What follows belongs to an exercise in optimizing a design on an open flow for small area; a production flow would make more cautious choices.
At most, simulation tests tie the RTL to the original design; equivalence was not proved.
No driver is modelled on the clock port, so clocking that relies on it looks cheaper here than on a real chip.
Power is estimated from default activity; no workload was simulated.

== exp/onyx ==
==> flow/design.v (excerpt) <==
module crc32_engine (
    input  wire        clk,
    input  wire        rst,
    input  wire        cmd_valid,
    output wire        cmd_ready,
    input  wire [7:0]  cmd,
    input  wire [31:0] din,
    output wire [31:0] dout,
    output wire        err
);
==> flow/config.mk <==
export PLATFORM = sky130hd
export DESIGN_NAME = crc32_engine
export DESIGN_NICKNAME = crc32_engine
export VERILOG_FILES = /design/flow/design.v
export SDC_FILE = /design/flow/constraint.sdc
export NUM_CORES = 4
export LEC_CHECK = 0
export CAP_MARGIN = 20
export CORE_MARGIN = 2
export CORE_UTILIZATION = 40
export SLEW_MARGIN = 20
export SYNTH_HIERARCHICAL = 1
export SYNTH_MEMORY_MAX_BITS = 65536
export SYNTH_MINIMUM_KEEP_SIZE = 0
==> flow/constraint.sdc <==
create_clock -name core_clock -period 8.0 [get_ports {clk}]
set_input_delay 1.6000 -clock core_clock [delete_from_list [all_inputs] [get_ports {clk}]]
set_output_delay 1.6000 -clock core_clock [all_outputs]
set_load 0.01 [all_outputs]
standard.sh (not shown) runs the stock make flow with config.mk's settings and CLKGATE_MAP_FILE= SYNTH_SCRIPT=/design/flow/synth_recipe.tcl, a recipe that flattens the netlist after the stock synthesis.
==> flow/flow/run.sh <==
#!/bin/bash
# Layout: the standard flow (standard.sh), with these changes:
#  - after floorplan, every combinational cell is sized down to the smallest
#    cell of its function (flow/downsize.tcl); repair_design and
#    repair_timing size up again where needed;
#  - the port buffers are the smallest buffer (buf_1) instead of the
#    buffer_ports default;
#  - clock tree synthesis inserts no dummy load cells.
# Every input and output port still gets its own buffer. The output of the
# whole run goes to flow_run.log in this folder; ORFS keeps each step's log
# under orfs/logs/.
set -euo pipefail
here=$(pwd)
bash standard.sh \
  POST_FLOORPLAN_TCL="$here/flow/downsize.tcl" \
  BUFFER_PORTS_ARGS="-buffer_cell sky130_fd_sc_hd__buf_1" \
  CTS_ARGS="-sink_clustering_enable -repair_clock_nets -dont_use_dummy_load -buf_list sky130_fd_sc_hd__clkbuf_4" \
  finish > flow_run.log 2>&1
==> flow/flow/downsize.tcl <==
# Hook run after floorplan (POST_FLOORPLAN_TCL): size every combinational
# cell down to the smallest cell of the same function (same name, lower
# drive). Later steps (repair_design, repair_timing) size up again where the
# slew, capacitance or timing limits call for it.
set db [ord::get_db]
set block [ord::get_db_block]
proc is_dont_use { name } {
  foreach pat $::env(DONT_USE_CELLS) {
    if { [string match $pat $name] } { return 1 }
  }
  return 0
}
set count 0
foreach inst [$block getInsts] {
  set master [$inst getMaster]
  set name [$master getName]
  if { ![regexp {^(sky130_fd_sc_hd__[a-z0-9]+)_([0-9]+)$} $name -> base size] } { continue }
  if { [regexp {df|dl|clk|tap|conb|fill|decap|diode} $base] } { continue }
  set best $name
  set best_area [expr { [$master getWidth] * [$master getHeight] }]
  foreach s { 0 1 2 4 } {
    set cand ${base}_$s
    if { $cand eq $name || [is_dont_use $cand] } { continue }
    set cm [$db findMaster $cand]
    if { $cm == "NULL" } { continue }
    set area [expr { [$cm getWidth] * [$cm getHeight] }]
    if { $area < $best_area } {
      set best $cand
      set best_area $area
    }
  }
  if { $best ne $name } {
    replace_cell [$inst getName] $best
    incr count
  }
}
puts "downsize.tcl: sized down $count cells"
Here is what was changed in the inputs of exp/umber compared with exp/onyx.
--- a/flow/flow/run.sh
+++ b/flow/flow/run.sh
@@ -15,4 +15,4 @@
   POST_FLOORPLAN_TCL="$here/flow/downsize.tcl" \
   BUFFER_PORTS_ARGS="-buffer_cell sky130_fd_sc_hd__buf_1" \
-  CTS_ARGS="-sink_clustering_enable -repair_clock_nets -dont_use_dummy_load -buf_list sky130_fd_sc_hd__clkbuf_4" \
+  CTS_ARGS="-sink_clustering_enable -repair_clock_nets -dont_use_dummy_load -buf_list sky130_fd_sc_hd__clkbuf_16 -sink_clustering_size 80 -sink_clustering_max_diameter 500" \
   finish > flow_run.log 2>&1
--- outcome ---
- No stage failed in exp/umber, and the final checks on the layout all came back clean.
- What exp/umber reported for power has to be multiplied by 0.78 to get the figure for exp/onyx.
- exp/onyx → exp/umber: fraction of area in registers decreased 1.8 points, number of iterations in the first detailed-routing pass moved up.
- Wire length of the first global-routing pass: exp/umber vs exp/onyx up about 1%
> inputs changed (exp/umber -> exp/zinc)
==> flow/flow/run.sh <==
#!/bin/bash
# Layout: the standard flow (standard.sh), with two changes:
#  - the port buffers are the smallest buffer (buf_1) instead of the
#    buffer_ports default;
#  - clock tree synthesis inserts no dummy load cells.
# Every input and output port still gets its own buffer. The output of the
# whole run goes to flow_run.log in this folder; ORFS keeps each step's log
# under orfs/logs/.
set -euo pipefail
bash standard.sh \
  BUFFER_PORTS_ARGS="-buffer_cell sky130_fd_sc_hd__buf_1" \
  CTS_ARGS="-sink_clustering_enable -repair_clock_nets -dont_use_dummy_load" \
  finish > flow_run.log 2>&1
removed: flow/flow/downsize.tcl
## What came out
No stage failed in exp/zinc, and the final checks on the layout all came back clean.
exp/umber → exp/zinc: total power now sits lower, number of CTS-inserted buffers now sits at about the same level, XOR/XNOR share of the synthesized area now sits at about the same level, peak supply drop now sits lower.
Taking exp/umber as the reference, in exp/zinc slack of the critical path +0.16 ns; design area climbed about 5%; final routed wirelength across all metal layers saw an increase; placed wire-length estimate after detailed placement higher; number of flops mapped to enable cells by yosys level.
Area-dominant cell class after layout = multi-input gates: exp/zinc; area-dominant cell class after layout = flip-flops and latches: exp/umber
[exp/zinc vs exp/umber] power dissipated in combinational cells: higher in exp/zinc
Cell-internal power of exp/zinc falls short of that of exp/umber by more than 10%.
Function was not checked in any run of this note: the RTL went through the layout flow alone.

* * *

== job 101 ==
Another version of the RTL of crc32_engine (not shown whole).
Size: about 77 I/O pins, roughly 3300 µm² of cells after synthesis.
Settings: LEC_CHECK=0, CAP_MARGIN=20, CORE_MARGIN=2, CORE_UTILIZATION=40, SLEW_MARGIN=20, SYNTH_HIERARCHICAL=1, SYNTH_MEMORY_MAX_BITS=65536, SYNTH_MINIMUM_KEEP_SIZE=0; clock period 8.0 ns.
==> flow/flow/run.sh <==
#!/bin/bash
# Layout: the standard flow (standard.sh), with these changes:
#  - after floorplan, every combinational cell is sized down to the smallest
#    cell of its function (flow/downsize.tcl); repair_design and
#    repair_timing size up again where needed;
#  - the port buffers are the smallest buffer (buf_1) instead of the
#    buffer_ports default;
#  - clock tree synthesis uses clkbuf_4, in clusters of at most 10 sinks,
#    and inserts no dummy load cells; after it, a clock buffer whose sinks
#    see too slow a slew is sized up (flow/clkfix.tcl).
# Every input and output port still gets its own buffer. The output of the
# whole run goes to flow_run.log in this folder; ORFS keeps each step's log
# under orfs/logs/.
set -euo pipefail
here=$(pwd)
bash standard.sh \
  POST_FLOORPLAN_TCL="$here/flow/downsize.tcl" \
  POST_CTS_TCL="$here/flow/clkfix.tcl" \
  BUFFER_PORTS_ARGS="-buffer_cell sky130_fd_sc_hd__buf_1" \
  CTS_ARGS="-sink_clustering_enable -repair_clock_nets -dont_use_dummy_load -buf_list sky130_fd_sc_hd__clkbuf_4 -sink_clustering_size 10" \
  finish > flow_run.log 2>&1
==> flow/flow/clkfix.tcl <==
estimate_parasitics -placement
set bigger [dict create \
  sky130_fd_sc_hd__clkbuf_1 sky130_fd_sc_hd__clkbuf_2 \
  sky130_fd_sc_hd__clkbuf_2 sky130_fd_sc_hd__clkbuf_4 \
  sky130_fd_sc_hd__clkbuf_4 sky130_fd_sc_hd__clkbuf_8 \
  sky130_fd_sc_hd__clkbuf_8 sky130_fd_sc_hd__clkbuf_16]
set count 0
foreach inst [get_cells *] {
  set ref [get_property $inst ref_name]
  if { ![dict exists $bigger $ref] } { continue }
  set out [get_pins -of_objects $inst -filter "direction == output"]
  set net [get_nets -of_objects $out]
  set worst 0
  foreach pin [get_pins -of_objects $net -filter "direction == input"] {
    set s [get_property $pin slew_max]
    if { $s > $worst } { set worst $s }
  }
  if { $worst > 0.110 } {
    replace_cell [get_property $inst name] [dict get $bigger $ref]
    incr count
  }
}
puts "clkfix.tcl: sized up $count clock buffers"
if { $count > 0 } {
  detailed_placement
  check_placement -verbose
  estimate_parasitics -placement
}
Other scripts of this flow, unchanged in this note and not shown: flow/flow/downsize.tcl
Input-level comparison between job 102 and job 101:
-- flow/config.mk --
<<< job 101, line 9
export CORE_MARGIN = 2
export CORE_UTILIZATION = 40
export SLEW_MARGIN = 20
export SYNTH_HIERARCHICAL = 1
>>> job 102, line 9
export CORE_MARGIN = 2
export CORE_UTILIZATION = 40
export GPL_TIMING_DRIVEN = 0
export SLEW_MARGIN = 20
export SYNTH_HIERARCHICAL = 1
Findings:
- When job 102 is set beside job 101, its reported net switching power turns out to be 0.00061 mW larger.
- The maximum clock rate reported for job 102 is greater than that of job 101 by 2.1%.
- Taking job 101 as the reference, in job 102 design area climbed about 1%; global-route usage over all layers shows an increase of 0.16 points; cell count now sits higher.
- Relative to job 101, the final estimated routing congestion in global placement of job 102 is lower by about 4.5%.
- Job 101 leaves less setup margin than job 102.
- The hold slack on job 102 is in line with that on job 101.
- Going from job 101 to job 102, the number of detailed-route iterations in the first pass was found to have gone up by 2.
- There was hardly any difference in portion of total power attributed to sequential cells between job 102 and job 101.
- Job 101 vs job 102, worst-path cell with the longest stage delay: sky130_fd_sc_hd__a21boi_0 vs sky130_fd_sc_hd__a21boi_1
> inputs changed (job 102 -> job 103)
==> flow/config.mk <==
export PLATFORM = sky130hd
export DESIGN_NAME = crc32_engine
export DESIGN_NICKNAME = crc32_engine
export VERILOG_FILES = /design/flow/design.v
export SDC_FILE = /design/flow/constraint.sdc
export NUM_CORES = 4
export LEC_CHECK = 0
export CAP_MARGIN = 0
export CORE_MARGIN = 2
export CORE_UTILIZATION = 40
export SLEW_MARGIN = 0
export SYNTH_HIERARCHICAL = 1
export SYNTH_MEMORY_MAX_BITS = 65536
export SYNTH_MINIMUM_KEEP_SIZE = 0
[summary]
Job 103 ran to completion and came out clean on the timing, DRC and antenna checks. Job 102 and job 103 ended up with roughly the same worst hold-check slack. Going from job 102 to job 103, the design area was found to have gone down by about 1%. When job 103 is measured against job 102, its layout-stage area growth over the synthesis result turns out 1.1 points lower. Endpoint arrival time on the critical path, job 103 and job 102: larger value in job 103. The run with more setup slack is job 102; job 103 has less. Delta (job 103 minus job 102): sum of met3 wire segment lengths after detailed routing increased 3.1%, total wire length after detailed routing decreased 53 µm. The number of fill cells in job 103 sits about 0.5% above the value recorded for job 102. For the met1 routing resource usage after global routing, job 103 came in 0.35 points higher than job 102 did. Fmax: job 103 lower than job 102. As far as portion of the post-synthesis area used by sequential elements goes, job 102 and job 103 are indistinguishable; the numbers are identical.
Inputs modified between job 103 and job 104:
==> flow/flow/clkfix.tcl <==
# Hook run at the end of CTS (POST_CTS_TCL): while some flip-flop clock pin
# sees a slew over 110 ps (placement parasitics), the clock buffer that
# drives it is replaced by the next larger clock buffer, one buffer at a
# time, worst first; then the placement is legalised again.
set bigger [dict create \
  sky130_fd_sc_hd__clkbuf_1 sky130_fd_sc_hd__clkbuf_2 \
  sky130_fd_sc_hd__clkbuf_2 sky130_fd_sc_hd__clkbuf_4 \
  sky130_fd_sc_hd__clkbuf_4 sky130_fd_sc_hd__clkbuf_8 \
  sky130_fd_sc_hd__clkbuf_8 sky130_fd_sc_hd__clkbuf_16]
set count 0
for { set iter 0 } { $iter < 20 } { incr iter } {
  estimate_parasitics -placement
  set worst_inst ""
  set worst 0.110
  foreach inst [get_cells *] {
    set ref [get_property $inst ref_name]
    if { ![dict exists $bigger $ref] } { continue }
    set out [get_pins -of_objects $inst -filter "direction == output"]
    set net [get_nets -of_objects $out]
    foreach pin [get_pins -of_objects $net -filter "direction == input"] {
      if { [get_property $pin name] ne "CLK" } { continue }
      set s [get_property $pin slew_max]
      if { $s > $worst } {
        set worst $s
        set worst_inst $inst
      }
    }
  }
  if { $worst_inst eq "" } { break }
  set ref [get_property $worst_inst ref_name]
  puts "clkfix.tcl: [get_property $worst_inst name] $ref -> [dict get $bigger $ref] (slew $worst)"
  replace_cell [get_property $worst_inst name] [dict get $bigger $ref]
  incr count
}
puts "clkfix.tcl: sized up $count clock buffers"
if { $count > 0 } {
  detailed_placement
  check_placement -verbose
  estimate_parasitics -placement
}
==> flow/config.mk <==
export PLATFORM = sky130hd
export DESIGN_NAME = crc32_engine
export DESIGN_NICKNAME = crc32_engine
export VERILOG_FILES = /design/flow/design.v
export SDC_FILE = /design/flow/constraint.sdc
export NUM_CORES = 4
export LEC_CHECK = 0
export CAP_MARGIN = 20
export CORE_MARGIN = 2
export CORE_UTILIZATION = 40
export SLEW_MARGIN = 20
export SYNTH_HIERARCHICAL = 1
export SYNTH_MEMORY_MAX_BITS = 65536
export SYNTH_MINIMUM_KEEP_SIZE = 0
### Flow results
- Job 103 completed; timing, DRC and antenna clean
- Per the final summary, job 104 finished and its layout is clean on timing, DRC and antenna.
- Job 104 against job 103: cell area power density now sits lower; area of all placed cells without fillers stayed essentially flat; routed wire length decreased by 51 µm relative to the old numbers; share of the core filled with cells about even; worst setup slack picked up an extra 0.024 ns.
- On share of the cycle needed by the critical path after routing: between job 103 and job 104, it ends up lower for job 104.

what the ideal ports hide:
The results above use ideal ports. As a check the final layouts listed here were re-extracted and re-timed, cells and wires unchanged.
Step 1 assumes that a clkbuf_16 drives the clock port and a buf_2 every other input.
Step 2 adds t to the input delays and takes it off the output delays; t is the mean of the earliest and latest rising clock arrival at the registers after step 1. Input paths then give back, and output paths get back, about the clock's delay inside the block.
a / b / c = ideal / step 1 / step 2; a / b = the first two.
run	t, ns	setup WS [ns]	worst setup path after step 2	worst data-port slew with drivers (ns)
exp/onyx	0.419	4.474 / 4.481 / 4.061	input to register	0.05
exp/umber	0.352	4.400 / 4.412 / 4.060	input to register	0.05
exp/zinc	0.359	4.559 / 4.566 / 4.207	input to register	0.05
job 101	0.354	3.322 / 3.318 / 2.965	input to register	0.04
job 102	0.352	3.419 / 3.419 / 3.067	input to register	0.05
job 103	0.354	3.352 / 3.349 / 2.994	input to register	0.04
job 104	0.409	3.376 / 3.367 / 2.958	input to register	0.04
After both steps setup and hold are still met in every run listed. For job 104, which loses most, drivers alone change the setup slack by -0.009 ns; drivers and shift together by -0.418 ns.
